Background: an optimization exercise with open tools, aiming at small area, a short achievable clock period and few clock cycles per item. Do not read the settings as production practice.
In this exercise RTL edits were held to simulation tests only and were not proved equivalent to the original.
No activity file was given, so power comes from the tool's default toggle rates.

==> flow/design.v <==
module lc_bin_pairs #(
    parameter W = 12
) (
    input  wire [8*W-1:0] rd,
    output reg  [4*W-1:0] lo,
    output reg  [4*W-1:0] hi,
    output reg  [3:0]     sw
);
    function automatic lt;
        input [W-1:0] a, b;
        integer k;
        begin
            lt = 1'b0;
            for (k = 0; k < W; k = k + 1)
                lt = (~a[k] & b[k]) | (~(a[k] & ~b[k]) & lt);
        end
    endfunction
    reg [W-1:0] a, b;
    integer j;
    always @(*) begin
        for (j = 0; j < 4; j = j + 1) begin
            a = rd[W*(8-2*j)-1 -: W];
            b = rd[W*(7-2*j)-1 -: W];
            sw[3-j] = lt(b, a);
            lo[W*(4-j)-1 -: W] = sw[3-j] ? b : a;
            hi[W*(4-j)-1 -: W] = sw[3-j] ? a : b;
        end
    end
endmodule
module lc_binarizer #(
    parameter W = 12
) (
    input  wire [4*W-1:0] lo,
    input  wire [4*W-1:0] hi,
    input  wire [3:0]     sw,
    output reg  [7:0]     pat
);
    function automatic lt;
        input [W-1:0] a, b;
        integer k;
        begin
            lt = 1'b0;
            for (k = 0; k < W; k = k + 1)
                lt = (~a[k] & b[k]) | (~(a[k] & ~b[k]) & lt);
        end
    endfunction
    reg [W-1:0] l [0:3];
    reg [W-1:0] u [0:3];
    reg [W-1:0] l2 [0:1];
    reg [W-1:0] u2 [0:1];
    reg [W-1:0] mn, mx, h;
    reg [W:0]   s;
    reg         glo, ghi;
    integer j;
    always @(*) begin
        for (j = 0; j < 4; j = j + 1) begin
            l[j] = lo[W*(4-j)-1 -: W];
            u[j] = hi[W*(4-j)-1 -: W];
        end
        for (j = 0; j < 2; j = j + 1) begin
            l2[j] = lt(l[2*j], l[2*j+1]) ? l[2*j] : l[2*j+1];
            u2[j] = lt(u[2*j], u[2*j+1]) ? u[2*j+1] : u[2*j];
        end
        mn = lt(l2[0], l2[1]) ? l2[0] : l2[1];
        mx = lt(u2[0], u2[1]) ? u2[1] : u2[0];
        s = {1'b0, mn} + {1'b0, mx} + 1'b1;
        h = s[W:1];
        for (j = 0; j < 4; j = j + 1) begin
            glo = !lt(l[j], h);
            ghi = !lt(u[j], h);
            pat[7-2*j] = sw[3-j] ? ghi : glo;
            pat[6-2*j] = sw[3-j] ? glo : ghi;
        end
    end
endmodule
module lc_lut_rom (
    input  wire [7:0] pat,
    output reg  [7:0] pos
);
    always @(*) begin
        case (pat)
            8'h18: pos = 8'h00;
            8'h10: pos = 8'h02;
            8'h38: pos = 8'h02;
            8'h08: pos = 8'hFE;
            8'h1C: pos = 8'hFE;
            8'h30: pos = 8'h03;
            8'h0C: pos = 8'hFD;
            8'h20: pos = 8'h04;
            8'h70: pos = 8'h04;
            8'h04: pos = 8'hFC;
            8'h0E: pos = 8'hFC;
            8'h60: pos = 8'h05;
            8'hE0: pos = 8'h05;
            8'h06: pos = 8'hFB;
            8'h07: pos = 8'hFB;
            8'h40: pos = 8'h06;
            8'hF0: pos = 8'h06;
            8'h02: pos = 8'hFA;
            8'h0F: pos = 8'hFA;
            8'hC0: pos = 8'h07;
            8'h03: pos = 8'hF9;
            8'h80: pos = 8'h08;
            8'h01: pos = 8'hF8;
            default: pos = 8'h80;
        endcase
    end
endmodule
module lc_core (
    input  wire        clk,
    input  wire        rst,
    input  wire        cmd_valid,
    output wire        cmd_ready,
    input  wire [15:0] cmd_word,
    input  wire [95:0] cmd_rd,
    output reg         rsp_valid,
    output reg  [1:0]  rsp_status,
    output reg  [7:0]  rsp_pat,
    output reg  [7:0]  rsp_pos,
    output wire        acq_req,
    input  wire        acq_done,
    input  wire        acq_err,
    input  wire [95:0] acq_rd,
    output wire        busy,
    output wire [7:0]  last_pos
);
    localparam W = 12;
    localparam [2:0] OP_BIN = 3'd0, OP_LUT = 3'd1, OP_TRKP = 3'd2,
                     OP_TRKV = 3'd3, OP_TRKA = 3'd4;
    localparam [1:0] ST_OK = 2'b00, ST_ILLEGAL = 2'b01, ST_TRANSPORT = 2'b10;
    localparam [7:0] UNDEF = 8'h80;
    reg            busy_q;    
    reg            wait_q;    
    reg  [7:0]     last_q;
    reg  [4*W-1:0] cap_lo;    
    reg  [4*W-1:0] cap_hi;    
    reg  [3:0]     cap_sw;    
    reg  [7:0]     cap_pat;   
    reg  [1:0]     st_q;      
    reg            zero_q;    
    reg            word_q;    
    reg            lut_q;     
    reg            trk_q;     
    wire exec = busy_q && !wait_q;
    assign cmd_ready = !busy_q && !rst;
    assign busy      = busy_q;
    assign acq_req   = wait_q;
    assign last_pos  = last_q;
    wire [2:0] in_op    = cmd_word[10:8];
    wire       in_legal = (cmd_word[15:11] == 5'd0) && (in_op <= OP_TRKA);
    wire [7:0] bin_pat;
    lc_binarizer #(.W(W)) u_bin (.lo(cap_lo), .hi(cap_hi), .sw(cap_sw), .pat(bin_pat));
    wire [7:0] pat = word_q ? cap_pat : bin_pat;
    wire [7:0] lk_pos;
    lc_lut_rom u_rom (.pat(pat), .pos(lk_pos));
    wire [7:0] resolved = (lk_pos == UNDEF) ? last_q : lk_pos;
    always @(posedge clk) begin
        if (rst) begin
            busy_q     <= 1'b0;
            wait_q     <= 1'b0;
            last_q     <= 8'h00;
            rsp_valid  <= 1'b0;
            rsp_status <= ST_OK;
            rsp_pat    <= 8'h00;
            rsp_pos    <= UNDEF;
        end else begin
            rsp_valid <= exec;
            if (!busy_q) begin
                if (cmd_valid) begin
                    busy_q <= 1'b1;
                    wait_q <= in_legal && (in_op == OP_TRKA);
                end
            end else if (wait_q) begin
                if (acq_done)
                    wait_q <= 1'b0;
            end else begin
                busy_q     <= 1'b0;
                rsp_status <= st_q;
                rsp_pat    <= zero_q ? 8'h00 : pat;
                rsp_pos    <= trk_q ? resolved : (lut_q ? lk_pos : UNDEF);
                if (trk_q)
                    last_q <= resolved;
            end
        end
    end
    wire [4*W-1:0] in_lo, in_hi;
    wire [3:0]     in_sw;
    lc_bin_pairs #(.W(W)) u_pairs (.rd(wait_q ? acq_rd : cmd_rd),
                                   .lo(in_lo), .hi(in_hi), .sw(in_sw));
    always @(posedge clk) begin
        cap_lo  <= in_lo;
        cap_hi  <= in_hi;
        cap_sw  <= in_sw;
        cap_pat <= cmd_word[7:0];
    end
    always @(posedge clk) begin
        if (!exec) begin
            if (wait_q) begin
                st_q   <= acq_err ? ST_TRANSPORT : ST_OK;
                zero_q <= acq_err;
                word_q <= 1'b0;
                lut_q  <= 1'b0;
                trk_q  <= !acq_err;
            end else begin
                st_q   <= in_legal ? ST_OK : ST_ILLEGAL;
                zero_q <= !in_legal;
                word_q <= in_op == OP_LUT || in_op == OP_TRKP;
                lut_q  <= in_legal && (in_op == OP_LUT);
                trk_q  <= in_legal && (in_op == OP_TRKP || in_op == OP_TRKV || in_op == OP_TRKA);
            end
        end
    end
endmodule
==> flow/flow/run.sh <==
#!/bin/bash
# The standard layout (standard.sh), with the ports buffered by the
# smallest buffer instead of buffer_ports' default delay cell. The full make
# output goes to standard_flow.log; ORFS keeps each step's log in orfs/logs.
set -euo pipefail
bash standard.sh finish "BUFFER_PORTS_ARGS=-buffer_cell sky130_fd_sc_hd__buf_1" > standard_flow.log 2>&1
==> flow/standard.sh <==
#!/bin/bash
# synth_recipe.tcl (not shown) runs the flow's synth.tcl, then flattens the netlist and writes it again
# the make line also repeats each setting of config.mk as NAME=value (left out here)
make -C /OpenROAD-flow-scripts/flow DESIGN_CONFIG=/design/flow/config.mk WORK_HOME=/design/flow/orfs CLKGATE_MAP_FILE= SYNTH_SCRIPT=/design/flow/synth_recipe.tcl "${@:-finish}"
==> flow/config.mk <==
export PLATFORM = sky130hd
export DESIGN_NAME = lc_core
export DESIGN_NICKNAME = lc_core
export VERILOG_FILES = /design/flow/design.v
export SDC_FILE = /design/flow/constraint.sdc
export NUM_CORES = 4
export LEC_CHECK = 0
export ABC_AREA = 1
export CAP_MARGIN = 20
export CORE_MARGIN = 2
export CORE_UTILIZATION = 60
export CTS_BUF_LIST = sky130_fd_sc_hd__clkbuf_4 sky130_fd_sc_hd__clkbuf_8
export SLEW_MARGIN = 20
==> flow/constraint.sdc <==
create_clock -name core_clock -period 22.0 [get_ports {clk}]
set_input_delay 4.4000 -clock core_clock [delete_from_list [all_inputs] [get_ports {clk}]]
set_output_delay 4.4000 -clock core_clock [all_outputs]
set_load 0.01 [all_outputs]
==> results.yml, run 1 <==
run_status:
  run_status: "complete, no violations"
timing:
  fmax_mhz: 104
  finalHoldViolCount: 0
  clock_skew_ps: 20.8
  maxSlewViolCount: 0
  fin_crit_sh_pct: 43.7
  fin_tns_setup_ps: 0
  grt_setup_unrepaired: "no"
  layout_min_cycle_time_ps: 9620
  final-setup-viol-count: 0
  relSlewSlack_pct: 32.5
  tightest_slew_ps: 1000
  worst_slack_ps: 12380
die:
  core_um2: 18000
  pin_count: 243
  num_rows: 49
  dieArea_um2: 19500
  die_h_um: 140
  start_util_pct: 61.2
  die_x_um: 140
detailed_routing:
  dr.first_iter.drc_count: 927
  vias_per_cell: 5.35
  vias: 12400
  dr.pass1.iters: 5
  drtAntennaViolNets: 0
  postRouteWirelength_um: 33200
  wl_per_cell_um: 14.3
  drc: 0
yosys:
  yosys_warnings: 8
  synth_ff_type: "dfxtp_1"
  synth_area_um2: 11000
  synth_cell_types: 50
  yosys.area.top_type: "dfxtp_1"
  synth_common_cells: "nand2_1, inv_1, o21ai_0, dfxtp_1, nand3_1"
  yosysMostFrequentCell: "nand2_1"
  ys_seq_elements: 143
  yosysSeqAreaShare_pct: 26.5
  synth-edff-count: 6
  syn_inst: 1861
  synthesis.nets: 2086
  synth_top_cell_area_share_pct: 24.8
  synthTopCellsByArea: "dfxtp_1, nand2_1, o21ai_0"
  syn_area_per_cell_um2: 5.93
  synthArstFlopShare_pct: 0
run:
  cap_violations: 0
place:
  dp_hpwl_um: 27600
  port_buffers: 242
  place_congestion: 0.975
  dp_slack_ps: 12430
clock_network:
  cts_buffers: 17
  clk_path_buf_depth: 2
  cts_root_buffer: "clkbuf_8"
  postCtsSetupBuffers: 0
  cts_sinks: 143
  cts.repair.resized: 0
  cts_tree: "built"
  cts_hold_buf: 0
  htreeDepth: 4
  clkTransAtPathRegs_ps: 90
  clk_latency_ps: 470
global_route:
  grt_max_degree: 78
  overflow: 0
  grt_pass1_vias: 10900
  grt_pass1_wl_um: 53000
  grt_usage_pct: 33.9
  antenna_found_initial: 0
worst_setup_path:
  reg2reg_to: "rsp_pos[4]"
  crit_type: "in2out"
  arrival_ps: 5220
  crit_path_start_kind: "input pin"
  required_ps: 17600
  worstPathMaxFanout: 15
  r2r_cells: 62
  reg2reg_from: "cap_lo[16]"
  cp-end-kind: "primary output"
  r2r_slack_ps: 14310
cells_and_area:
  drive_gt1_share_pct: 10.5
  area.growth.synth_to_final_pct: 12.6
  antennaDiodeCount: 0
  nNetsFinal: 2300
pwr:
  power_density_nw_per_um2: 132
  vdd_drop_max_mv: 0.155
  p_leak_nw: 6.11
min_path:
  hp-class: "reg2reg"
  min_from: "rsp_pos[1]"
  hold_depth: 2
  min_to: "rsp_pos[1]"
## cells by family after synthesis
group | share of synthesized area, %
fa+ha+maj | 1.43
buf+inv | 12.1
xor+xnor | 0.238
flops | 26.5
simple gates | 38.8
mux | 2.18
compound gates | 18.8
## placed cells by master (no fill, tap or decap), types with 6 or more instances in the layout
cell type	count
a21oi_1	38
a22oi_1	9
buf_1	242
clkbuf_8	17
dfxtp_1	136
edfxtp_1	6
ha_1	11
inv_1	250
inv_2	29
inv_6	7
mux2i_1	24
nand2_1	619
nand2_2	29
nand2_4	8
nand3_1	117
nand3_2	11
nor2_1	61
o21ai_0	228
o21ai_1	23
o221ai_1	14
o22ai_1	46
or2_2	95
## worst max path at each step
| stage | start | end | cells after the start |
|---|---|---|---|
| finish | rst | cmd_ready | 3 |
| global route | rst | cmd_ready | 3 |
| CTS | rst | cmd_ready | 3 |
| detailed placement | rst | cmd_ready | 3 |
| global placement | rst | cmd_ready | 3 |
| floorplan | rst | cmd_ready | 1 |
## power breakdown
part | internal [W] | leakage, nW | switching (W)
logic | 0.000369 | 4.71 | 0.000747
registers | 0.000287 | 1.21 | 0.0000307
clock network | 0.0000952 | 0.202 | 0.000117
## critical path, cell delays in order
cell and delay [ps]:
buf_1 520, nor2_1 140, buf_1 160
## cell type report
cell class                 instances  area [um2]
fill                            1733        5600
clock inverter                    15         171
tap                              229         287
sequential                       143        2930
timing repair buffer             247         946
inverter                         286        1080
multi-input combinational       1380        6780
clock buffer                      17         234
## routing by layer
metal / global-route usage (%) / vias up / share of wire (%) / wire, um
met3: 5.61 / 48 / 8.9 / 2970
met5: 0 / - / 0 / 0
met2: 51.7 / 498 / 42 / 14100
met1: 49.8 / 5475 / 47 / 15500
li1: - / 6373 / - / -
met4: 9.37 / 0 / 2.1 / 710
## stage by stage
step / cells / power, W / utilization, % / hold WS (ps) / instance area [um2]
after floorplan: 1861 / 0.00118 / - / 436 / 11000
after global placement: 2285 / 0.00140 / 66.7 / 438 / 12000
after detailed placement: 2285 / 0.00142 / 66.7 / 437 / 12000
after CTS: 2317 / 0.00163 / 68.9 / 458 / 12400
after global routing: 2317 / 0.00183 / 69.0 / 473 / 12400
final: 2317 / 0.00165 / 69.0 / 459 / 12400
## sequential cells by signal (all words and copies together), names as in the netlist, 2 cells and up
signal,flops
cap_pat,8
rsp_pos,8
cap_sw,4
cap_lo,48
rsp_pat,8
last_q,8
rsp_status,2
st_q,2
cap_hi,48
Testbench counts, summed over its fixed seeds: cycles 22,201, commands 8,000.
==> run 2, diff against run 1 <==
==> flow/run.sh (new file) <==
#!/bin/bash
# synth_recipe.tcl (not shown) runs the flow's synth.tcl, then flattens the netlist and writes it again
# the make line also repeats each setting of config.mk as NAME=value (left out here)
make -C /OpenROAD-flow-scripts/flow DESIGN_CONFIG=/design/flow/config.mk WORK_HOME=/design/flow/orfs CLKGATE_MAP_FILE= SYNTH_SCRIPT=/design/flow/synth_recipe.tcl finish
--- a/flow/config.mk
+++ b/flow/config.mk
@@ -9,5 +9,4 @@
 export CAP_MARGIN = 20
 export CORE_MARGIN = 2
-export CORE_UTILIZATION = 60
-export CTS_BUF_LIST = sky130_fd_sc_hd__clkbuf_4 sky130_fd_sc_hd__clkbuf_8
+export CORE_UTILIZATION = 40
 export SLEW_MARGIN = 20
removed: flow/flow/run.sh
removed: flow/standard.sh
==> run 2 against run 1 <==
  * Via count shrank 2.3%
  * Clock power grew 43%
  * Core utilization shrank 16 points
  * Global-route usage shrank 8.5 points
  * Critical path depth is the same
  * Total power grew 7.9%
  * Die area grew 48%
==> results.yml, run 2 <==
clock_network:
  htreeDepth: 4
  cts_tree: "built"
  cts.repair.resized: 0
  clk_path_buf_depth: 2
  postCtsSetupBuffers: 0
  cts_sinks: 143
  clk_latency_ps: 440
  clkTransAtPathRegs_ps: 70
  cts_buffers: 17
  cts_hold_buf: 0
  cts_root_buffer: "clkbuf_16"
global_route:
  grt_max_degree: 70
  grt_pass1_vias: 11300
  grt_usage_pct: 25.4
  antenna_found_initial: 0
  overflow: 0
  grt_pass1_wl_um: 57200
yosys:
  synthTopCellsByArea: "dfxtp_1, nand2_1, o21ai_0"
  synth_area_um2: 11000
  synth_ff_type: "dfxtp_1"
  yosysMostFrequentCell: "nand2_1"
  yosys_warnings: 8
  synth_cell_types: 50
  synth_common_cells: "nand2_1, inv_1, o21ai_0, dfxtp_1, nand3_1"
  yosys.area.top_type: "dfxtp_1"
  syn_area_per_cell_um2: 5.93
  synth-edff-count: 6
  synthesis.nets: 2086
  yosysSeqAreaShare_pct: 26.5
  ys_seq_elements: 143
  synth_top_cell_area_share_pct: 24.8
  synthArstFlopShare_pct: 0
  syn_inst: 1861
timing:
  fin_crit_sh_pct: 46.9
  holdWs_ps: 455
  fin_tns_setup_ps: 0
  tightest_slew_ps: 1130
  maxSlewViolCount: 0
  clock_skew_ps: 20.5
  layout_min_cycle_time_ps: 10310
  worst_slack_ps: 11690
  final-setup-viol-count: 0
  finalHoldViolCount: 0
  grt_setup_unrepaired: "no"
  fmax_mhz: 97.0
  relSlewSlack_pct: 24.0
cells_and_area:
  multi_input_comb_area_um2: 6780
  post-route-util_pct: 52.9
  nNetsFinal: 2301
  drive_gt1_share_pct: 10.6
  seq_area_um2: 2930
  final_cells: 2430
  layout_commonest_cell: "nand2_1"
  nFillCells: 2808
  antennaDiodeCount: 0
  reg.largest.list: "cap_hi x48, cap_lo x48"
  final_cell_mix: "nand2_1, inv_1, clkdlybuf4s50_1, o21ai_0, dfxtp_1"
  area.growth.synth_to_final_pct: 29.5
detailed_routing:
  postRouteWirelength_um: 36400
  drtAntennaViolNets: 0
  vias: 12100
  dr.pass1.iters: 5
  vias_per_cell: 4.98
  dr.first_iter.drc_count: 700
  wl_per_cell_um: 15.0
  drc: 0
place:
  placedCellCount: 2398
  port_buffers: 242
  place_congestion: 0.885
  dp_slack_ps: 11720
  dp_hpwl_um: 30100
worst_setup_path:
  cp-end-kind: "primary output"
  path_buf_inv: 2
  worstPathMaxFanout: 15
  critPathTopFamily: "buffers and inverters"
  arrival_ps: 5910
  max_stage_delay_ps: 690
  crit_path_start_kind: "input pin"
  required_ps: 17600
  crit_path_frequent_cell: "clkdlybuf4s50_1"
  cp_slowest_cell: "clkdlybuf4s50_1"
  worstPathCellList: "clkdlybuf4s50_1, nor2_1, clkdlybuf4s50_1"
  crit_type: "in2out"
pwr:
  vdd_drop_max_mv: 0.0737
  power_density_nw_per_um2: 124
  p_leak_nw: 6.86
die:
  die_h_um: 170
  start_util_pct: 40.8
  dieArea_um2: 28900
  core_um2: 27000
  die_x_um: 170
  num_rows: 60
  pin_count: 243
min_path:
  hp-class: "reg2reg"
run:
  cap_violations: 0
run_status:
  run_status: "complete, no violations"
run 2: final timing paths:
check / startpoint / endpoint / slack (ps) / cells after the start
worst max-delay path: rst / cmd_ready / 11690 / 3
worst min-delay path: rsp_pos[6] / rsp_pos[6] / 450 / 2
worst max register to register: cap_lo[25] / rsp_pos[0] / 13740 / 64
worst min register to register: rsp_pos[6] / rsp_pos[6] / 450 / 2
run 2: worst register-to-register path, delay by kind of cell (launching register included):
kind	cells	cell delay, ps
and+or+nand+nor	51	4710
adders and majority gates	1	520
DFF	1	440
buffers and inverters	4	450
AOI/OAI and AO/OA	8	2070
run 2: routing by layer:
| layer | GRT usage [%] | vias up | wire [um] |
|---|---|---|---|
| li1 | - | 6381 | - |
| met1 | 36.9 | 5365 | 18400 |
| met2 | 38.7 | 332 | 15100 |
| met3 | 4.42 | 27 | 2200 |
| met4 | 6.43 | 0 | 612 |
| met5 | 0 | - | 0 |
run 2: report_power, final:
group,switching (W),internal (W)
combinational,0.000757,0.000399
clock,0.000135,0.000169
sequential,0.0000292,0.000287
total,0.000921,0.000855
run 2: area by class of cell:
| type | count | area share [%] |
|---|---|---|
| tap | 341 | 2.99 |
| timing repair buffer | 248 | 17.3 |
| clock inverter | 14 | 1.09 |
| sequential | 143 | 20.5 |
| inverter | 286 | 7.57 |
| clock buffer | 18 | 3.15 |
| multi-input combinational | 1380 | 47.5 |
run 2: kinds of logic after synthesis:
group,after synthesis,share of synthesized area [%]
multiplexers,24,2.18
adder cells (fa/ha/maj),12,1.43
flip-flops,143,26.5
AND/OR/NAND/NOR,965,38.8
XOR/XNOR,3,0.238
AO/OA/AOI/OAI,376,18.8
buffers and inverters,338,12.1
run 2: per-stage QoR:
step                      cell area, um2  total power, W
after CTS                          14300         0.00177
after floorplan                    11000         0.00118
after global routing               14300         0.00195
after detailed placement           13700         0.00147
final                              14300         0.00178
after global placement             13700         0.00145
==> run 3, diff against run 2 <==
==> flow/flow/run.sh (new file) <==
#!/bin/bash
# The standard layout (standard.sh) with two changes to how it is made:
# the ports are buffered by the smallest buffer instead of buffer_ports'
# default delay cell, and repair_timing is asked for a setup margin so that
# it works on the slowest paths although the 22 ns clock leaves them slack.
# The SDC and the clock period are the standard flow's. The full make output goes to
# standard_flow.log; ORFS keeps each step's log in orfs/logs.
set -euo pipefail
bash standard.sh finish \
    "BUFFER_PORTS_ARGS=-buffer_cell sky130_fd_sc_hd__buf_1" \
    "SETUP_SLACK_MARGIN=12.8" > standard_flow.log 2>&1
==> flow/standard.sh (new file) <==
#!/bin/bash
# synth_recipe.tcl (not shown) runs the flow's synth.tcl, then flattens the netlist and writes it again
# the make line also repeats each setting of config.mk as NAME=value (left out here)
make -C /OpenROAD-flow-scripts/flow DESIGN_CONFIG=/design/flow/config.mk WORK_HOME=/design/flow/orfs CLKGATE_MAP_FILE= SYNTH_SCRIPT=/design/flow/synth_recipe.tcl "${@:-finish}"
--- a/flow/config.mk
+++ b/flow/config.mk
@@ -9,4 +9,5 @@
 export CAP_MARGIN = 20
 export CORE_MARGIN = 2
-export CORE_UTILIZATION = 40
+export CORE_UTILIZATION = 70
+export CTS_BUF_LIST = sky130_fd_sc_hd__clkbuf_4 sky130_fd_sc_hd__clkbuf_8
 export SLEW_MARGIN = 20
removed: flow/run.sh
==> run 3 against run 2 <==
  * Via count increased by 5.7%
  * Non-clock buffer count is the same
  * Die area shrank 42%
  * Sequential cell count unchanged
  * Cell count decreased by 5.3%
  * Area after synthesis unchanged
  * Count of clock-buffer cells in the layout shrank 1
  * Core utilization rose by 28 points
  * First-iteration DRC count up 110%
  * Sequential share of layout area is 3.1 points higher
  * Synthesized cell count is the same
  * Register-to-register slack better by 530 ps
  * Critical endpoint unchanged
  * Largest cell class unchanged
  * Largest power group unchanged
==> results.yml, run 3 <==
pwr:
  power_density_nw_per_um2: 132
  p_comb_share_pct: 68.6
  p_sw_w: 0.000901
  finalPower_w: 0.00164
  p_int_w: 0.000739
  vdd_drop_max_mv: 0.131
  p_sw_share_pct: 54.9
  pwr-share-clk_pct: 12.1
  p_leak_nw: 6.11
  seq_power_share_pct: 19.3
yosys:
  synth_cell_types: 50
  yosysMostFrequentCell: "nand2_1"
  synthTopCellsByArea: "dfxtp_1, nand2_1, o21ai_0"
  synth_ff_type: "dfxtp_1"
  synth_top_cell_area_share_pct: 24.8
  synth-edff-count: 6
  syn_area_per_cell_um2: 5.93
  synth_area_um2: 11000
  yosys.area.top_type: "dfxtp_1"
  syn_inst: 1861
  synthesis.nets: 2086
  ys_seq_elements: 143
  synthArstFlopShare_pct: 0
  synth_common_cells: "nand2_1, inv_1, o21ai_0, dfxtp_1, nand3_1"
  yosys_warnings: 8
  yosysSeqAreaShare_pct: 26.5
worst_setup_path:
  crit_type: "in2out"
  worstPathCellList: "buf_6, nor2_2, buf_2"
  cp-end-kind: "primary output"
  max_stage_delay_ps: 140
  worstPathMaxFanout: 15
  cp_slowest_cell: "buf_6"
  crit_cells: 3
  critPathTopFamily: "buffers and inverters"
  r2r_slack_ps: 14270
  reg2reg_from: "cap_hi[40]"
  r2r_cells: 61
  crit_path_start_kind: "input pin"
  cp-endpoint: "cmd_ready"
  path_buf_inv: 2
  required_ps: 17600
  arrival_ps: 4780
  crit_start: "rst"
  reg2reg_to: "last_q[4]"
global_route:
  overflow: 0
  antenna_found_initial: 0
  grt_usage_pct: 40.1
  grt_pass1_wl_um: 52800
  grt_max_degree: 75
  grt_pass1_vias: 11100
detailed_routing:
  vias_per_cell: 5.56
  postRouteWirelength_um: 33900
  dr.first_iter.drc_count: 1473
  dr.pass1.iters: 6
  wl_per_cell_um: 14.8
  drc: 0
  vias: 12800
  drtAntennaViolNets: 0
timing:
  tightest_slew_ps: 930
  layout_min_cycle_time_ps: 9180
  final-setup-viol-count: 0
  fmax_mhz: 109
  fin_tns_setup_ps: 0
  relSlewSlack_pct: 37.9
  fin_crit_sh_pct: 41.7
  clock_skew_ps: 21.8
  worst_slack_ps: 12820
  maxSlewViolCount: 0
  finalHoldViolCount: 0
  grt_setup_unrepaired: "no"
die:
  core_um2: 15300
  num_rows: 45
  die_h_um: 130
  die_x_um: 130
  dieArea_um2: 16800
  pin_count: 243
  start_util_pct: 72.1
clock_network:
  clk_path_buf_depth: 2
  cts.repair.resized: 5
  cts_buffers: 17
  htreeDepth: 4
  clk_latency_ps: 460
  cts_root_buffer: "clkbuf_8"
  cts_sinks: 143
  postCtsSetupBuffers: 0
  cts_tree: "built"
  cts_hold_buf: 0
  clkTransAtPathRegs_ps: 90
place:
  place_congestion: 0.969
  dp_slack_ps: 12450
  port_buffers: 242
  dp_hpwl_um: 27600
cells_and_area:
  post-route-util_pct: 81.0
  area.growth.synth_to_final_pct: 12.4
  antennaDiodeCount: 0
  layout_commonest_cell: "nand2_1"
  final_cell_mix: "nand2_1, inv_1, buf_1, o21ai_0, dfxtp_1"
  reg.largest.list: "cap_hi x48, cap_lo x48"
  drive_gt1_share_pct: 10.7
  nNetsFinal: 2301
run:
  cap_violations: 0
min_path:
  hp-class: "reg2reg"
run_status:
  run_status: "complete, no violations"
run 3: cell families (layout without fill, tap and decap cells):
logic type	count (synthesis)	after routing	synth area share (%)
flip-flops	143	143	26.5
AND/OR/NAND/NOR	965	965	38.8
multiplexers	24	24	2.18
AO/OA/AOI/OAI	376	376	18.8
adder cells (fa/ha/maj)	12	12	1.43
buffers and inverters	338	566	12.1
XOR/XNOR	3	3	0.238
run 3: area by class of cell:
class,instances,area (um2)
clock buffer,17,234
clock inverter,15,148
fill,1215,2910
inverter,286,1080
multi-input combinational,1380,6790
sequential,143,2930
tap,211,264
timing repair buffer,248,962
run 3: through the flow:
step	cells	cell area [um2]	hold WS (ps)
2_1_floorplan	1861	11000	436
3_3_place_gp	2268	12000	436
3_5_place_dp	2268	12000	441
4_1_cts	2300	12400	458
5_1_grt	2300	12400	476
6_report	2300	12400	462
run 3: worst min path at each step:
stage          slack [ps]        from             to  depth (start not counted)
2_1_floorplan         440     st_q[0]  rsp_status[0]                          1
3_3_place_gp          440  rsp_pat[7]     rsp_pat[7]                          2
3_5_place_dp          440  rsp_pos[2]     rsp_pos[2]                          2
4_1_cts               460  rsp_pos[2]     rsp_pos[2]                          2
5_1_grt               480  rsp_pos[2]     rsp_pos[2]                          2
6_report              460  rsp_pos[2]     rsp_pos[2]                          2
run 3: power by group through the flow:
stage	registers [W]	logic, W	clock network (W)
detailed placement	0.000321	0.00109	0
floorplan	0.000310	0.000868	0
CTS	0.000315	0.00110	0.000197
finish	0.000317	0.00113	0.000198
global route	0.000319	0.00127	0.000209
global placement	0.000320	0.00106	0
run 3: layer usage:
metal | share of wire [%] | vias up | wire length [um] | track usage [%]
li1 | - | 6369 | - | -
met1 | 42 | 5637 | 14200 | 56.0
met2 | 43 | 692 | 14700 | 62.3
met3 | 11 | 93 | 3780 | 6.90
met4 | 3.4 | 0 | 1170 | 14.6
met5 | 0 | - | 0 | 0
run 3: tightest hold or removal path: cells and delay by family (launching register included):
kind	cells	cell delay, ps
and+or+nand+nor	2	100
DFF	1	320
==> run 4, diff against run 3 <==
--- a/flow/config.mk
+++ b/flow/config.mk
@@ -11,3 +11,5 @@
 export CORE_UTILIZATION = 70
 export CTS_BUF_LIST = sky130_fd_sc_hd__clkbuf_4 sky130_fd_sc_hd__clkbuf_8
+export CTS_CLUSTER_DIAMETER = 100
+export CTS_CLUSTER_SIZE = 30
 export SLEW_MARGIN = 20
==> run 4 against run 3 <==
  * Total power is the same
  * Clock power about the same
  * Worst setup slack stayed put
  * Critical path type unchanged
  * Critical endpoint unchanged
  * Largest power group unchanged
==> results.yml, run 4 <==
yosys:
  synth_area_um2: 11000
  syn_area_per_cell_um2: 5.93
  synth_ff_type: "dfxtp_1"
  yosysMostFrequentCell: "nand2_1"
  synth_cell_types: 50
  synthesis.nets: 2086
  synth-edff-count: 6
  synthArstFlopShare_pct: 0
  syn_inst: 1861
  ys_seq_elements: 143
  synth_common_cells: "nand2_1, inv_1, o21ai_0, dfxtp_1, nand3_1"
  synthTopCellsByArea: "dfxtp_1, nand2_1, o21ai_0"
  yosys.area.top_type: "dfxtp_1"
  synth_top_cell_area_share_pct: 24.8
  yosys_warnings: 8
  yosysSeqAreaShare_pct: 26.5
die:
  num_rows: 45
  start_util_pct: 72.1
  core_um2: 15300
  dieArea_um2: 16800
  die_h_um: 130
  die_x_um: 130
  pin_count: 243
pwr:
  power_density_nw_per_um2: 132
  seq_power_share_pct: 19.3
  p_comb_share_pct: 68.6
  pwr-share-clk_pct: 12.1
  vdd_drop_max_mv: 0.131
  p_sw_share_pct: 54.9
  p_sw_w: 0.000901
  p_leak_nw: 6.11
  p_int_w: 0.000739
worst_setup_path:
  cp-end-kind: "primary output"
  crit_cells: 3
  arrival_ps: 4780
  worstPathCellList: "buf_6, nor2_2, buf_2"
  cp_slowest_cell: "buf_6"
  worstPathMaxFanout: 15
  crit_type: "in2out"
  critPathTopFamily: "buffers and inverters"
  path_buf_inv: 2
  crit_path_start_kind: "input pin"
  r2r_cells: 61
  required_ps: 17600
  max_stage_delay_ps: 140
place:
  port_buffers: 242
  dp_hpwl_um: 27600
  placed_area_um2: 12000
  place_congestion: 0.969
timing:
  clock_skew_ps: 21.8
  final-setup-viol-count: 0
  fin_tns_setup_ps: 0
  maxSlewViolCount: 0
  relSlewSlack_pct: 37.9
  layout_min_cycle_time_ps: 9180
  grt_setup_unrepaired: "no"
  fmax_mhz: 109
  fin_crit_sh_pct: 41.7
  tightest_slew_ps: 930
  finalHoldViolCount: 0
clock_network:
  clk_latency_ps: 460
  cts_buffers: 17
  cts_hold_buf: 0
  cts_tree: "built"
  cts_sinks: 143
  cts_root_buffer: "clkbuf_8"
  clk_path_buf_depth: 2
  postCtsSetupBuffers: 0
  htreeDepth: 4
  clkTransAtPathRegs_ps: 90
cells_and_area:
  nNetsFinal: 2301
  antennaDiodeCount: 0
  final_cell_mix: "nand2_1, inv_1, buf_1, o21ai_0, dfxtp_1"
  final_area_um2: 12400
  area.growth.synth_to_final_pct: 12.4
  reg.largest.list: "cap_hi x48, cap_lo x48"
  layout_commonest_cell: "nand2_1"
  drive_gt1_share_pct: 10.7
min_path:
  hold_depth: 2
  hp-class: "reg2reg"
global_route:
  grt_pass1_vias: 11100
  antenna_found_initial: 0
  grt_pass1_wl_um: 52800
  grt_usage_pct: 40.1
  grt_max_degree: 75
  overflow: 0
detailed_routing:
  dr.first_iter.drc_count: 1473
  wl_per_cell_um: 14.8
  drtAntennaViolNets: 0
  drc: 0
  dr.pass1.iters: 6
  postRouteWirelength_um: 33900
  vias_per_cell: 5.56
  vias: 12800
run_status:
  run_status: "complete, no violations"
run:
  cap_violations: 0
## run 4: cell counts after synthesis
Identical to the previous run, type by type.
## run 4: through the flow
step | power, W | utilization [%] | hold slack, ps | setup slack (ps) | std cells
final | 0.00164 | 81.0 | 462 | 12820 | 2300
after global routing | 0.00180 | 81.0 | 476 | 12810 | 2300
after CTS | 0.00161 | 81.0 | 458 | 12840 | 2300
after detailed placement | 0.00141 | 78.4 | 441 | 12450 | 2268
after global placement | 0.00138 | 78.4 | 436 | 12430 | 2268
after floorplan | 0.00118 | - | 436 | 13010 | 1861
## run 4: cell families after synthesis
group	share of synthesized area, %
adders and majority gates	1.43
buffers and inverters	12.1
and+or+nand+nor	38.8
DFF	26.5
muxes	2.18
xor gates and xnor gates	0.238
AOI/OAI and AO/OA	18.8
## run 4: metal layers
metal,vias up,GRT usage [%],wire length (um)
li1,6369,-,-
met1,5637,56.0,14200
met2,692,62.3,14700
met3,93,6.90,3780
met4,0,14.6,1170
met5,-,0,0
## run 4: power groups by stage
stage | Sequential [W] | Clock [W] | Combinational, W
after floorplan | 0.000310 | 0 | 0.000868
after detailed placement | 0.000321 | 0 | 0.00109
after global routing | 0.000319 | 0.000209 | 0.00127
final | 0.000317 | 0.000198 | 0.00113
after global placement | 0.000320 | 0 | 0.00106
after CTS | 0.000315 | 0.000197 | 0.00110
## run 4: worst register-to-register path, delay by kind of cell, from the launching register on
| kind | cells | cell delay, ps |
|---|---|---|
| compound gates | 3 | 1040 |
| buf+inv | 6 | 700 |
| xor+xnor | 1 | 720 |
| simple gates | 50 | 4370 |
| flops | 1 | 380 |
| fa+ha+maj | 1 | 490 |
## run 4: area by class of cell
type	count	area, um2
clock buffer	17	234
clock inverter	15	148
inverter	286	1080
fill	1215	2910
sequential	143	2930
multi-input combinational	1380	6790
timing repair buffer	248	962
tap	211	264
## run 4: repair_timing
action,4_1_cts,5_1_grt
resized for setup,5,0
hold endpoints to repair,0,0
setup endpoints to repair,1,0
## run 4: final timing paths
kind / end / startpoint / slack, ps
worst min register to register: rsp_pos[2] / rsp_pos[2] / 460
worst min-delay path: rsp_pos[2] / rsp_pos[2] / 460
worst max register to register: last_q[4] / cap_hi[40] / 14270
worst max-delay path: cmd_ready / rst / 12820
==> run 5, diff against run 4 <==
--- a/flow/config.mk
+++ b/flow/config.mk
@@ -9,7 +9,5 @@
 export CAP_MARGIN = 20
 export CORE_MARGIN = 2
-export CORE_UTILIZATION = 70
-export CTS_BUF_LIST = sky130_fd_sc_hd__clkbuf_4 sky130_fd_sc_hd__clkbuf_8
-export CTS_CLUSTER_DIAMETER = 100
-export CTS_CLUSTER_SIZE = 30
+export CORE_UTILIZATION = 80
+export CTS_BUF_LIST = sky130_fd_sc_hd__clkbuf_4
 export SLEW_MARGIN = 20
==> run 5 against run 4 <==
  * The run now fails in 3_3_place_gp
  * Synthesized cell count did not move
  * Area after synthesis did not move
==> results.yml, run 5 <==
run_status:
  run_status: "stopped before the end"
  haltStage: "3_3_place_gp"
  error: "[ERROR GPL-0301] Utilization 102.695 % exceeds 100%."
die:
  pin_count: 243
  die_h_um: 121
  start_util_pct: 82.7
  num_rows: 42
  die_x_um: 121
place:
  port_buffers: 242
yosys:
  synthesis.nets: 2086
  ys_seq_elements: 143
  yosys.area.top_type: "dfxtp_1"
  yosys_warnings: 8
  synth_common_cells: "nand2_1, inv_1, o21ai_0, dfxtp_1, nand3_1"
  synth_top_cell_area_share_pct: 24.8
  synthArstFlopShare_pct: 0
  synthTopCellsByArea: "dfxtp_1, nand2_1, o21ai_0"
  synth_ff_type: "dfxtp_1"
  synth-edff-count: 6
  yosysMostFrequentCell: "nand2_1"
  syn_area_per_cell_um2: 5.93
  syn_inst: 1861
  synth_cell_types: 50
  yosysSeqAreaShare_pct: 26.5
  synth_area_um2: 11000
[run 5: cell counts after synthesis]
No cell type changed its count.
[run 5: kinds of logic after synthesis]
group                    Yosys count  share of synthesized area, %
flip-flops                       143                          26.5
AO/OA/AOI/OAI                    376                          18.8
XOR/XNOR                           3                         0.238
buffers and inverters            338                          12.1
multiplexers                      24                          2.18
AND/OR/NAND/NOR                  965                          38.8
adder cells (fa/ha/maj)           12                          1.43
==> run 6, diff against run 5 <==
--- a/flow/design.v
+++ b/flow/design.v
@@ -136,7 +136,5 @@
     reg  [4*W-1:0] cap_hi;    
     reg  [3:0]     cap_sw;    
-    reg  [7:0]     cap_pat;   
     reg  [1:0]     st_q;      
-    reg            zero_q;    
     reg            word_q;    
     reg            lut_q;     
@@ -149,7 +147,12 @@
     wire [2:0] in_op    = cmd_word[10:8];
     wire       in_legal = (cmd_word[15:11] == 5'd0) && (in_op <= OP_TRKA);
+    wire       in_word  = (in_op == OP_LUT) || (in_op == OP_TRKP);
+    wire [4*W-1:0] in_lo, in_hi;
+    wire [3:0]     in_sw;
+    lc_bin_pairs #(.W(W)) u_pairs (.rd(wait_q ? acq_rd : cmd_rd),
+                                   .lo(in_lo), .hi(in_hi), .sw(in_sw));
     wire [7:0] bin_pat;
     lc_binarizer #(.W(W)) u_bin (.lo(cap_lo), .hi(cap_hi), .sw(cap_sw), .pat(bin_pat));
-    wire [7:0] pat = word_q ? cap_pat : bin_pat;
+    wire [7:0] pat = word_q ? cap_lo[7:0] : bin_pat;
     wire [7:0] lk_pos;
     lc_lut_rom u_rom (.pat(pat), .pos(lk_pos));
@@ -177,5 +180,5 @@
                 busy_q     <= 1'b0;
                 rsp_status <= st_q;
-                rsp_pat    <= zero_q ? 8'h00 : pat;
+                rsp_pat    <= (st_q != ST_OK) ? 8'h00 : pat;
                 rsp_pos    <= trk_q ? resolved : (lut_q ? lk_pos : UNDEF);
                 if (trk_q)
@@ -184,30 +187,20 @@
         end
     end
-    wire [4*W-1:0] in_lo, in_hi;
-    wire [3:0]     in_sw;
-    lc_bin_pairs #(.W(W)) u_pairs (.rd(wait_q ? acq_rd : cmd_rd),
-                                   .lo(in_lo), .hi(in_hi), .sw(in_sw));
     always @(posedge clk) begin
-        cap_lo  <= in_lo;
-        cap_hi  <= in_hi;
-        cap_sw  <= in_sw;
-        cap_pat <= cmd_word[7:0];
-    end
-    always @(posedge clk) begin
-        if (!exec) begin
-            if (wait_q) begin
-                st_q   <= acq_err ? ST_TRANSPORT : ST_OK;
-                zero_q <= acq_err;
-                word_q <= 1'b0;
-                lut_q  <= 1'b0;
-                trk_q  <= !acq_err;
-            end else begin
-                st_q   <= in_legal ? ST_OK : ST_ILLEGAL;
-                zero_q <= !in_legal;
-                word_q <= in_op == OP_LUT || in_op == OP_TRKP;
-                lut_q  <= in_legal && (in_op == OP_LUT);
-                trk_q  <= in_legal && (in_op == OP_TRKP || in_op == OP_TRKV || in_op == OP_TRKA);
-            end
-        end
-    end
-endmodule
+        cap_lo[4*W-1:8] <= in_lo[4*W-1:8];
+        cap_lo[7:0]     <= (!wait_q && in_word) ? cmd_word[7:0] : in_lo[7:0];
+        cap_hi          <= in_hi;
+        cap_sw          <= in_sw;
+        if (wait_q) begin
+            st_q   <= acq_err ? ST_TRANSPORT : ST_OK;
+            word_q <= 1'b0;
+            lut_q  <= 1'b0;
+            trk_q  <= !acq_err;
+        end else begin
+            st_q   <= in_legal ? ST_OK : ST_ILLEGAL;
+            word_q <= in_word;
+            lut_q  <= in_legal && (in_op == OP_LUT);
+            trk_q  <= in_legal && (in_op == OP_TRKP || in_op == OP_TRKV || in_op == OP_TRKA);
+        end
+    end
+endmodule
--- a/flow/flow/run.sh
+++ b/flow/flow/run.sh
@@ -9,3 +9,3 @@
 bash standard.sh finish \
     "BUFFER_PORTS_ARGS=-buffer_cell sky130_fd_sc_hd__buf_1" \
-    "SETUP_SLACK_MARGIN=12.8" > standard_flow.log 2>&1
+    "SETUP_SLACK_MARGIN=13.3" > standard_flow.log 2>&1
--- a/flow/config.mk
+++ b/flow/config.mk
@@ -9,5 +9,5 @@
 export CAP_MARGIN = 20
 export CORE_MARGIN = 2
-export CORE_UTILIZATION = 80
-export CTS_BUF_LIST = sky130_fd_sc_hd__clkbuf_4
+export CORE_UTILIZATION = 70
+export CTS_BUF_LIST = sky130_fd_sc_hd__clkbuf_4 sky130_fd_sc_hd__clkbuf_8
 export SLEW_MARGIN = 20
==> run 6 against run 5 <==
  * The run now finishes clean
  * Synthesized cell count down 1.9%
  * Area after synthesis down 2.2%
==> results.yml, run 6 <==
yosys:
  yosys.area.top_type: "dfxtp_1"
  synthTopCellsByArea: "dfxtp_1, nand2_1, o21ai_0"
  syn_inst: 1825
  syn_area_per_cell_um2: 5.91
  synth_ff_type: "dfxtp_1"
  synth_cell_types: 51
  synth_common_cells: "nand2_1, inv_1, o21ai_0, nand3_1, dfxtp_1"
  yosysSeqAreaShare_pct: 24.9
  synth_area_um2: 10800
  yosys_warnings: 8
  ys_seq_elements: 134
  yosysMostFrequentCell: "nand2_1"
  synthesis.nets: 2050
  synth-edff-count: 0
  synth_top_cell_area_share_pct: 24.9
  synthArstFlopShare_pct: 0
global_route:
  top_usage_layer: "met2"
  overflow: 0
  grt_pass1_vias: 11600
  grt_use_met2_pct: 67.6
  grt_usage_pct: 44.9
  grt_max_degree: 81
  grt_pass1_wl_um: 57700
  grtUsageMet3_pct: 7.85
  antenna_found_initial: 0
  met1_usage_pct: 62.3
timing:
  relSlewSlack_pct: 31.3
  fmax_mhz: 110
  fin_tns_setup_ps: 0
  layout_min_cycle_time_ps: 9080
  fin_crit_sh_pct: 41.3
  clock_skew_ps: 11.2
  maxSlewViolCount: 0
  finalHoldViolCount: 0
  tightest_slew_ps: 1030
  final-setup-viol-count: 0
  grt_setup_unrepaired: "yes"
cells_and_area:
  seq_area_um2: 2690
  multi_input_comb_area_um2: 6840
  final_cell_mix: "nand2_1, inv_1, buf_1, o21ai_0, nand3_1"
  final_area_um2: 12200
  reg.largest.list: "cap_hi x48, cap_lo x48"
  nFillCells: 1105
  drive_gt1_share_pct: 9.66
  nNetsFinal: 2262
  area.growth.synth_to_final_pct: 13.4
  layout_commonest_cell: "nand2_1"
worst_setup_path:
  crit_path_start_kind: "input pin"
  cp-end-kind: "primary output"
  max_stage_delay_ps: 100
  r2r_slack_ps: 14100
  worstPathMaxFanout: 2
  r2r_cells: 62
  required_ps: 17600
  reg2reg_from: "cap_hi[2]"
  crit_type: "in2out"
  path_buf_inv: 2
  cp-endpoint: "cmd_ready"
  reg2reg_to: "rsp_pos[2]"
  worstPathCellList: "buf_12, nor2_4, buf_6"
  cp_slowest_cell: "buf_12"
  critPathTopFamily: "buffers and inverters"
  arrival_ps: 4680
  crit_start: "rst"
  crit_cells: 3
pwr:
  power_density_nw_per_um2: 139
  p_leak_nw: 6.04
  vdd_drop_max_mv: 0.0678
detailed_routing:
  dr.pass1.iters: 12
  vias_per_cell: 5.93
  drtAntennaViolNets: 0
  vias: 13300
  postRouteWirelength_um: 37400
  drc: 0
  dr.first_iter.drc_count: 1949
  wl_per_cell_um: 16.7
die:
  die_x_um: 128
  core_um2: 15100
  pin_count: 243
  start_util_pct: 71.2
  die_h_um: 128
  dieArea_um2: 16400
  num_rows: 45
clock_network:
  clk_latency_ps: 460
  cts_tree: "built"
  htreeDepth: 4
  clkTransAtPathRegs_ps: 80
  cts_sinks: 134
  clk_path_buf_depth: 2
  cts_buffers: 17
  cts_root_buffer: "clkbuf_8"
min_path:
  hp-class: "reg2reg"
  min_from: "rsp_pat[6]"
place:
  place_congestion: 1.01
  dp_hpwl_um: 28800
  placed_area_um2: 11700
  port_buffers: 242
run:
  cap_violations: 0
run_status:
  run_status: "complete, no violations"
run 6: worst min-delay path, delay by kind of cell, from the launching register on:
kind            cells  cell delay [ps]
flops               1              330
simple gates        1               50
compound gates      1               50
run 6: final cells by class:
type	count	share of cell area (%)
multi-input combinational	1352	55.9
tap	188	1.92
clock buffer	19	2.14
clock inverter	13	1.38
inverter	284	8.71
antenna	1	0.0205
timing repair buffer	248	7.99
sequential	134	22.0
run 6: worst min-delay path by stage:
stage	endpoint	cells past startpoint
2_1_floorplan	rsp_status[1]	1
3_3_place_gp	rsp_pat[3]	2
3_5_place_dp	rsp_pat[6]	2
4_1_cts	rsp_pos[3]	2
5_1_grt	rsp_pat[6]	2
6_report	rsp_pat[6]	2
run 6: kinds of logic (layout without fill, tap and decap cells):
logic type               Yosys count  after routing  synth area share [%]
AND/OR/NAND/NOR                  933            933                  38.5
buffers and inverters            339            564                  12.3
adder cells (fa/ha/maj)           13             13                  1.55
multiplexers                      33             33                  3.06
other                              0              1                     0
XOR/XNOR                           3              3                 0.313
AO/OA/AOI/OAI                    370            370                  19.4
flip-flops                       134            134                  24.9
run 6: layer usage:
layer	wire length, um	vias up	part of all wire [%]
met1	14400	5845	38
li1	-	6320	-
met4	2050	0	5.5
met2	15900	960	42
met5	0	-	0
met3	5080	156	14
run 6: stage by stage:
stage                     setup WS (ps)  hold slack, ps  util (%)  std cells  power (W)
after floorplan                   12950             443         -       1825    0.00118
after global placement            12690             437      77.3       2203    0.00138
after detailed placement          12670             443      77.3       2203    0.00141
after CTS                         12930             459      80.3       2236    0.00164
after global routing              12910             477      80.8       2238    0.00186
final                             12920             458      80.8       2239    0.00171
run 6: power by group:
part           switching [W]  internal (W)  leakage, nW
Clock               0.000108      0.000120        0.211
Combinational       0.000788      0.000391         4.71
Sequential         0.0000337      0.000267         1.12
Total               0.000929      0.000777         6.04
run 6: repair_timing:
action | 4_1_cts | 5_1_grt
gates resized for setup | 7 | 7
hold buffers | 0 | 0
endpoints found under the setup margin | 1 | 17
pin swaps | 1 | 0
setup buffers | 1 | 2
Testbench counts of run 6, summed over its fixed seeds: cycles 22,201, commands 8,000.
==> run 7, diff against run 6 <==
--- a/flow/flow/run.sh
+++ b/flow/flow/run.sh
@@ -9,3 +9,3 @@
 bash standard.sh finish \
     "BUFFER_PORTS_ARGS=-buffer_cell sky130_fd_sc_hd__buf_1" \
-    "SETUP_SLACK_MARGIN=13.3" > standard_flow.log 2>&1
+    "SETUP_SLACK_MARGIN=12.8" > standard_flow.log 2>&1
==> run 7 against run 6 <==
  * Synthesized cell count unchanged
  * Global-route usage decreased by 1.1 points
  * Fmax decreased by 1.0%
  * Register-to-register slack got worse by 460 ps
  * Non-clock buffer count decreased by 1
  * Wire length decreased by 1.4%
  * Clock power decreased by 7%
  * Core utilization decreased by 0.73 points
  * Sequential power about the same
  * Still clean on timing, DRC and antenna
  * Critical endpoint unchanged
  * Sequential cell count unchanged
  * Critical path type unchanged
  * Clock skew increased by 7.9 ps
==> results.yml, run 7 <==
pwr:
  power_density_nw_per_um2: 138
  vdd_drop_max_mv: 0.116
  finalPower_w: 0.00167
  p_leak_nw: 6.01
timing:
  fin_crit_sh_pct: 41.7
  grt_setup_unrepaired: "no"
  worst_slack_ps: 12820
  final-setup-viol-count: 0
  relSlewSlack_pct: 30.6
  fmax_mhz: 109
  tightest_slew_ps: 1040
  layout_min_cycle_time_ps: 9180
  clock_skew_ps: 19.2
  fin_tns_setup_ps: 0
  finalHoldViolCount: 0
  holdWs_ps: 457
  maxSlewViolCount: 0
cells_and_area:
  nFillCells: 1151
  antennaDiodeCount: 0
  seq_area_um2: 2690
  layout_commonest_cell: "nand2_1"
  reg.largest.list: "cap_hi x48, cap_lo x48"
  final_area_um2: 12100
  area.growth.synth_to_final_pct: 12.4
  nNetsFinal: 2261
  final_cell_mix: "nand2_1, inv_1, buf_1, o21ai_0, nand3_1"
  multi_input_comb_area_um2: 6790
  drive_gt1_share_pct: 9.32
yosys:
  yosys_warnings: 8
  synthTopCellsByArea: "dfxtp_1, nand2_1, o21ai_0"
  synthesis.nets: 2050
  synthArstFlopShare_pct: 0
  synth_top_cell_area_share_pct: 24.9
  synth_cell_types: 51
  ys_seq_elements: 134
  yosysMostFrequentCell: "nand2_1"
  syn_area_per_cell_um2: 5.91
  synth_ff_type: "dfxtp_1"
  yosys.area.top_type: "dfxtp_1"
  yosysSeqAreaShare_pct: 24.9
  synth_area_um2: 10800
  syn_inst: 1825
  synth-edff-count: 0
  synth_common_cells: "nand2_1, inv_1, o21ai_0, nand3_1, dfxtp_1"
clock_network:
  clkTransAtPathRegs_ps: 70
  cts_root_buffer: "clkbuf_8"
  htreeDepth: 4
  cts_sinks: 134
  postCtsSetupBuffers: 0
  cts_tree: "built"
  clk_path_buf_depth: 2
  clk_latency_ps: 460
  cts_buffers: 17
die:
  die_x_um: 128
  pin_count: 243
  start_util_pct: 71.2
  core_um2: 15100
  die_h_um: 128
  num_rows: 45
  dieArea_um2: 16400
worst_setup_path:
  critPathTopFamily: "buffers and inverters"
  worstPathMaxFanout: 7
  r2r_slack_ps: 13640
  cp-end-kind: "primary output"
  crit_start: "rst"
  crit_type: "in2out"
  cp_slowest_cell: "buf_2"
  r2r_cells: 65
  arrival_ps: 4780
  reg2reg_from: "cap_hi[39]"
  crit_cells: 3
  reg2reg_to: "rsp_pos[5]"
  path_buf_inv: 2
  cp-endpoint: "cmd_ready"
  worstPathCellList: "buf_2, nor2_1, buf_2"
  crit_path_start_kind: "input pin"
  crit_path_frequent_cell: "buf_2"
  required_ps: 17600
  max_stage_delay_ps: 150
global_route:
  grt_max_degree: 66
  antenna_found_initial: 0
  overflow: 0
  grt_pass1_wl_um: 55700
  grt_usage_pct: 43.7
  grt_pass1_vias: 11500
detailed_routing:
  vias: 13100
  drc: 0
  dr.first_iter.drc_count: 1794
  wl_per_cell_um: 16.5
  drtAntennaViolNets: 0
  postRouteWirelength_um: 36900
  dr.pass1.iters: 6
  vias_per_cell: 5.85
run_status:
  run_status: "complete, no violations"
place:
  dp_slack_ps: 12720
  dp_hpwl_um: 29000
  place_congestion: 1.02
  port_buffers: 242
  placed_area_um2: 11700
min_path:
  hp-class: "reg2reg"
run:
  cap_violations: 0
-- run 7: worst min path at each step --
stage	endpoint	slack (ps)	from	depth (start not counted)
after detailed placement	rsp_pat[5]	440	rsp_pat[5]	2
after floorplan	rsp_status[1]	440	st_q[1]	1
after global routing	rsp_pat[5]	480	rsp_pat[5]	2
after global placement	rsp_pat[3]	440	rsp_pat[3]	2
after CTS	rsp_pos[0]	460	rsp_pos[0]	2
final	rsp_pat[4]	460	rsp_pat[4]	2
-- run 7: final cells by class --
type,instances,area share (%)
well taps,188,1.94
clock inverters,11,1.02
multi-input cells,1352,56.0
inverters,284,8.79
flip-flops and latches,134,22.2
clock buffers,21,2.23
repair buffers,247,7.89
-- run 7: per-stage QoR --
| step | utilization, % | std cells |
|---|---|---|
| 4_1_cts | 79.9 | 2236 |
| 2_1_floorplan | - | 1825 |
| 3_5_place_dp | 77.3 | 2204 |
| 5_1_grt | 80.0 | 2237 |
| 6_report | 80.0 | 2237 |
| 3_3_place_gp | 77.3 | 2204 |
-- run 7: cells by family after synthesis --
kind of cell / count (synthesis) / synth area share, %
mux: 33 / 3.06
fa+ha+maj: 13 / 1.55
flops: 134 / 24.9
compound gates: 370 / 19.4
xor+xnor: 3 / 0.313
simple gates: 933 / 38.5
buf+inv: 339 / 12.3
-- run 7: report_power, final --
| part | leakage (nW) | internal [W] | switching, W |
|---|---|---|---|
| clock network | 0.197 | 0.000108 | 0.000102 |
| registers | 1.12 | 0.000267 | 0.0000337 |
| logic | 4.69 | 0.000379 | 0.000782 |
-- run 7: layer usage --
layer	track usage [%]	share of wire (%)
met5	0	0
met4	21.5	5.1
met1	57.3	40
met2	67.9	43
met3	9.97	13
-- run 7: what timing repair did --
| action | in CTS | in global routing |
|---|---|---|
| resized for setup | 1 | 3 |
| hold buffers | 0 | 0 |
| endpoints found under the setup margin | 1 | 17 |
-- run 7: worst register-to-register path, delay by kind of cell (launching register included) --
kind / cells / cell delay (ps)
AOI/OAI and AO/OA: 8 / 1690
adders and majority gates: 1 / 510
buffers and inverters: 5 / 580
DFF: 1 / 390
and+or+nand+nor: 51 / 5120
==> run 8, diff against run 7 <==
==> flow/flow/run.sh (replaced) <==
#!/bin/bash
# The standard layout (standard.sh) with three changes to how it is
# made: the ports are buffered by the smallest buffer instead of
# buffer_ports' default delay cell; repair_timing is asked for a setup
# margin so that it works on the slowest paths although the 22 ns clock
# leaves them slack; and clock tree synthesis adds no dummy loads. The SDC
# and the clock period are the standard flow's. The full make output goes to
# standard_flow.log; ORFS keeps each step's log in orfs/logs.
set -euo pipefail
bash standard.sh finish \
    "BUFFER_PORTS_ARGS=-buffer_cell sky130_fd_sc_hd__buf_1" \
    "SETUP_SLACK_MARGIN=12.8" \
    "CTS_ARGS=-sink_clustering_enable -repair_clock_nets -dont_use_dummy_load -buf_list {sky130_fd_sc_hd__clkbuf_4 sky130_fd_sc_hd__clkbuf_8}" \
    > standard_flow.log 2>&1
==> run 8 against run 7 <==
  * Sequential cell count is the same
  * Area after synthesis is the same
  * Worst setup slack lost 1.9 ps
  * Register-to-register slack gained 40 ps
  * Highest routed layer unchanged
==> results.yml, run 8 <==
worst_setup_path:
  path_buf_inv: 2
  crit_type: "in2out"
  worstPathCellList: "buf_2, nor2_1, buf_2"
  max_stage_delay_ps: 150
  critPathTopFamily: "buffers and inverters"
  arrival_ps: 4780
  cp-end-kind: "primary output"
  cp_slowest_cell: "buf_2"
  required_ps: 17600
  crit_path_frequent_cell: "buf_2"
  crit_path_start_kind: "input pin"
  worstPathMaxFanout: 7
global_route:
  grtUsageMet3_pct: 9.18
  grt_pass1_vias: 11200
  met1_usage_pct: 56.8
  antenna_found_initial: 0
  overflow: 0
  grt_usage_pct: 42.3
  top_usage_layer: "met2"
  grt_max_degree: 66
  grt_use_met2_pct: 64.9
  grt_pass1_wl_um: 54000
timing:
  fmax_mhz: 109
  maxSlewViolCount: 0
  layout_min_cycle_time_ps: 9180
  fin_tns_setup_ps: 0
  tightest_slew_ps: 1010
  relSlewSlack_pct: 32.2
  grt_setup_unrepaired: "no"
  final-setup-viol-count: 0
  clock_skew_ps: 33.6
  finalHoldViolCount: 0
  fin_crit_sh_pct: 41.7
  holdWs_ps: 454
cells_and_area:
  final_cells: 2222
  reg.largest.list: "cap_hi x48, cap_lo x48"
  antennaDiodeCount: 0
  post-route-util_pct: 79.0
  nFillCells: 1194
  final_cell_mix: "nand2_1, inv_1, buf_1, o21ai_0, nand3_1"
  nNetsFinal: 2261
  drive_gt1_share_pct: 8.65
  area.growth.synth_to_final_pct: 10.9
  layout_commonest_cell: "nand2_1"
detailed_routing:
  postRouteWirelength_um: 35600
  dr.pass1.iters: 8
  dr.first_iter.drc_count: 1545
  wl_per_cell_um: 16.0
  vias_per_cell: 5.78
  drc: 0
  vias: 12800
  drtAntennaViolNets: 0
clock_network:
  clk_path_buf_depth: 2
  cts_buffers: 17
  cts_sinks: 134
  postCtsSetupBuffers: 0
  cts_hold_buf: 0
  cts_tree: "built"
  clkTransAtPathRegs_ps: 60
  htreeDepth: 4
  clk_latency_ps: 460
  cts_root_buffer: "clkbuf_8"
pwr:
  seq_power_share_pct: 18.7
  power_density_nw_per_um2: 134
  p_leak_nw: 5.93
  p_int_w: 0.000714
  p_sw_w: 0.000891
  vdd_drop_max_mv: 0.116
  p_sw_share_pct: 55.5
  finalPower_w: 0.00161
  pwr-share-clk_pct: 9.4
  p_comb_share_pct: 71.9
die:
  start_util_pct: 71.2
  die_x_um: 128
  pin_count: 243
  core_um2: 15100
  die_h_um: 128
  dieArea_um2: 16400
  num_rows: 45
yosys:
  syn_area_per_cell_um2: 5.91
  synth_area_um2: 10800
  yosysSeqAreaShare_pct: 24.9
  synth_cell_types: 51
  synthesis.nets: 2050
  ys_seq_elements: 134
  syn_inst: 1825
  synthTopCellsByArea: "dfxtp_1, nand2_1, o21ai_0"
  synthArstFlopShare_pct: 0
  synth_top_cell_area_share_pct: 24.9
  yosysMostFrequentCell: "nand2_1"
  synth_ff_type: "dfxtp_1"
  synth_common_cells: "nand2_1, inv_1, o21ai_0, nand3_1, dfxtp_1"
  yosys_warnings: 8
  yosys.area.top_type: "dfxtp_1"
  synth-edff-count: 0
place:
  dp_hpwl_um: 29000
  place_congestion: 1.02
  placedCellCount: 2204
  port_buffers: 242
min_path:
  hp-class: "reg2reg"
run_status:
  run_status: "complete, no violations"
run:
  cap_violations: 0
-- run 8: repair_timing --
item / in CTS / in global routing
endpoints found under the hold margin: 0 / 0
gates resized for setup: 1 / 3
setup endpoints to repair: 1 / 17
-- run 8: layout make-up --
class / instances / area (um2) / area share [%]
inverter: 284 / 1070 / 8.91
multi-input combinational: 1352 / 6790 / 56.7
sequential: 134 / 2690 / 22.5
tap: 188 / 235 / 1.97
clock buffer: 17 / 234 / 1.96
timing repair buffer: 247 / 956 / 7.99
-- run 8: path summary, 6_finish.rpt --
kind / start / to / slack (ps) / cells past startpoint
max reg2reg: cap_hi[39] / rsp_pos[0] / 13680 / 65
min: rsp_pat[4] / rsp_pat[4] / 450 / 2
min reg2reg: rsp_pat[4] / rsp_pat[4] / 450 / 2
max: rst / cmd_ready / 12820 / 3
-- run 8: power groups by stage --
stage          logic, W  registers [W]  clock network, W
6_report        0.00115       0.000300          0.000151
5_1_grt         0.00129       0.000302          0.000158
3_5_place_dp    0.00112       0.000303                 0
2_1_floorplan  0.000890       0.000289                 0
3_3_place_gp    0.00109       0.000302                 0
4_1_cts         0.00112       0.000297          0.000150
-- run 8: cell families (layout without fill, tap and decap cells) --
kind of cell	after synthesis	after routing	share of synthesized area [%]
AOI/OAI and AO/OA	370	370	19.4
xor gates and xnor gates	3	3	0.313
adders and majority gates	13	13	1.55
buffers and inverters	339	548	12.3
DFF	134	134	24.9
muxes	33	33	3.06
and+or+nand+nor	933	933	38.5
-- run 8: metrics by stage --
| step | instance area (um2) | worst slack [ps] |
|---|---|---|
| global route | 12000 | 12800 |
| finish | 12000 | 12820 |
| CTS | 11900 | 12800 |
| detailed placement | 11700 | 12720 |
| global placement | 11700 | 12740 |
| floorplan | 10800 | 12860 |
-- run 8: worst min-delay path, delay by kind of cell, from the launching register on --
kind / cells / cell delay [ps]
AND/OR/NAND/NOR: 1 / 50
flip-flops: 1 / 320
AO/OA/AOI/OAI: 1 / 50
-- run 8: per-layer routing --
metal | vias to the layer above | share of wire (%)
met2 | 844 | 42
li1 | 6301 | -
met1 | 5592 | 40
met3 | 105 | 13
met5 | - | 0
met4 | 0 | 4.5
==> run 9, diff against run 8 <==
==> flow/flow/run.sh (replaced) <==
#!/bin/bash
# The standard layout (standard.sh) with these changes to how it is made:
#  - the ports are buffered by the smallest buffer instead of buffer_ports'
#    default delay cell;
#  - repair_timing is asked for a setup margin so that it works on the
#    slowest paths although the 22 ns clock leaves them slack;
#  - clock tree synthesis adds no dummy loads.
# The SDC and the clock period are the standard flow's. The full make output goes to
# standard_flow.log; ORFS keeps each step's log in orfs/logs.
set -euo pipefail
HERE=$PWD
sed "s|log_cmd abc {\*}\$abc_args|log_cmd abc -script $HERE/flow/abc_map.script {*}[lrange \$abc_args 2 end]|" \
    "$FLOW_HOME/scripts/synth.tcl" > lc_synth_core.tcl
grep -q "flow/abc_map.script" lc_synth_core.tcl
sed "s|source \$::env(SCRIPTS_DIR)/synth.tcl|source $HERE/lc_synth_core.tcl|" synth_recipe.tcl > lc_synth.tcl
grep -q "lc_synth_core.tcl" lc_synth.tcl
bash standard.sh finish \
    "SYNTH_SCRIPT=$HERE/lc_synth.tcl" \
    "BUFFER_PORTS_ARGS=-buffer_cell sky130_fd_sc_hd__buf_1" \
    "SETUP_SLACK_MARGIN=12.8" \
    "CTS_ARGS=-sink_clustering_enable -repair_clock_nets -dont_use_dummy_load -buf_list {sky130_fd_sc_hd__clkbuf_4 sky130_fd_sc_hd__clkbuf_8}" \
    > standard_flow.log 2>&1
==> flow/flow/abc_map.script (new file) <==
strash
dch
amap
topo
stime -c
buffer -c
upsize -c
dnsize -c
==> run 9 against run 8 <==
  * The flow now stops in 5_1_grt
  * Synthesized cell count is 28% lower
  * Area after synthesis is 16% lower
==> results.yml, run 9 <==
clock_network:
  clk_path_buf_depth: 2
  htreeDepth: 4
  cts_hold_buf: 0
  cts_buffers: 17
  cts_sinks: 134
  cts_root_buffer: "clkbuf_8"
global_route:
  overflow: 134
  grt_max_degree: 90
  grt_usage_pct: 82.6
place:
  port_buffers: 242
  place_congestion: 0.997
  dp_hpwl_um: 25000
timing:
  crit_endpoint: "rsp_pos[7]$_SDFFE_PP1P_/D"
  endpoint_type: "register data pin"
die:
  die_x_um: 117
  start_util_pct: 71.7
  num_rows: 41
  pin_count: 243
  die_h_um: 117
yosys:
  synth_area_um2: 9010
  yosys.area.top_type: "dfxtp_1"
  yosysSeqAreaShare_pct: 29.8
  syn_area_per_cell_um2: 6.87
  synth_common_cells: "o22ai_1, inv_1, nor2_1, a21oi_1, dfxtp_1"
  synthesis.nets: 1536
  synth-edff-count: 0
  synth_cell_types: 66
  synthTopCellsByArea: "dfxtp_1, o22ai_1, inv_1"
  ys_seq_elements: 134
  yosysMostFrequentCell: "o22ai_1"
  synth_ff_type: "dfxtp_1"
  yosys_warnings: 8
  synthArstFlopShare_pct: 0
  synth_top_cell_area_share_pct: 29.8
  syn_inst: 1311
run_status:
  error: "[ERROR GRT-0232] Routing congestion too high. Check the congestion heatmap in the GUI."
  haltStage: "5_1_grt"
  run_status: "stopped before the end"
==> run 9: cell types whose count changed after synthesis, moves of 12 or more <==
cell	delta
nand3_1	-161
or2_2	-86
a21oi_1	+108
o32ai_1	+16
mux2i_1	-33
nand2_2	-20
inv_1	-85
o21ai_0	-199
nand2_1	-486
nor2_1	+112
o22ai_1	+244
nor2b_1	+12
==> run 9: logic make-up after synthesis <==
logic type                 Yosys count  synth area share (%)
and+or+nand+nor                    296                  13.8
DFF                                134                  29.8
buffers and inverters              266                  11.5
AOI/OAI and AO/OA                  603                  43.2
adders and majority gates           12                  1.75
==> run 9: per-stage QoR <==
step / total power (W) / cells / setup WS, ps / instance area [um2]
floorplan: 0.00122 / 1311 / 12800 / 9030
global placement: 0.00140 / 1676 / 10680 / 9980
detailed placement: 0.00143 / 1676 / 10370 / 9980
CTS: 0.00202 / 1780 / 12130 / 11500
==> run 9: metal layers <==
metal  GRT overflow  GRT usage, %
met1              9          81.7
met2             79          99.0
met4             35          83.1
met3             11          66.2
met5              0          51.5
==> run 9: worst max path at each step <==
stage / to / from / slack [ps] / cells past startpoint
floorplan: rsp_pos[7] / cap_hi[1] / 12800 / 73
detailed placement: rsp_pos[6] / cap_hi[1] / 10370 / 74
global placement: rsp_pos[4] / cap_hi[1] / 10680 / 74
CTS: rsp_pos[7] / cap_hi[1] / 12130 / 76
==> run 9: repair_timing <==
action	CTS
pin swaps	53
buffers inserted	86
resized for setup	150
cloned	1
endpoints found under the setup margin	25
==> run 9: power by group through the flow <==
stage | sequential, W | clock [W] | combinational, W
CTS | 0.000301 | 0.000147 | 0.00157
detailed placement | 0.000304 | 0 | 0.00113
global placement | 0.000303 | 0 | 0.00110
floorplan | 0.000290 | 0 | 0.000925

-- re-timing with driven ports --
How much do the figures lean on ideal ports? The routed layouts below were timed once more, with nothing changed but the port constraints.
Step 1: set_driving_cell puts a clkbuf_16 on clk and a buf_2 on each other input, an assumption about the parent block.
Step 2 times the ports against the registers' clock, not the clock port: input delays grow and output delays shrink by t, the midpoint of the rising clock arrivals with the driver on.
a / b / c = ideal ports / drivers / drivers and shift; a / b = the first two.
run	t (ns)	setup WS [ns]	clock arrival spread, ns
run 1	0.489	12.375 / 12.348 / 12.348	0.021 / 0.021
run 2	0.481	11.687 / 11.665 / 11.665	0.022 / 0.022
run 3	0.491	12.822 / 12.789 / 12.789	0.022 / 0.022
run 4	0.491	12.822 / 12.789 / 12.789	0.022 / 0.022
run 6	0.499	12.919 / 12.866 / 12.866	0.011 / 0.012
run 7	0.495	12.824 / 12.805 / 12.805	0.019 / 0.020
run 8	0.480	12.822 / 12.803 / 12.803	0.034 / 0.033
After both steps every run listed still meets setup and hold. For run 6, which loses most, drivers alone change the setup slack by -0.053 ns; drivers and shift together by -0.053 ns.
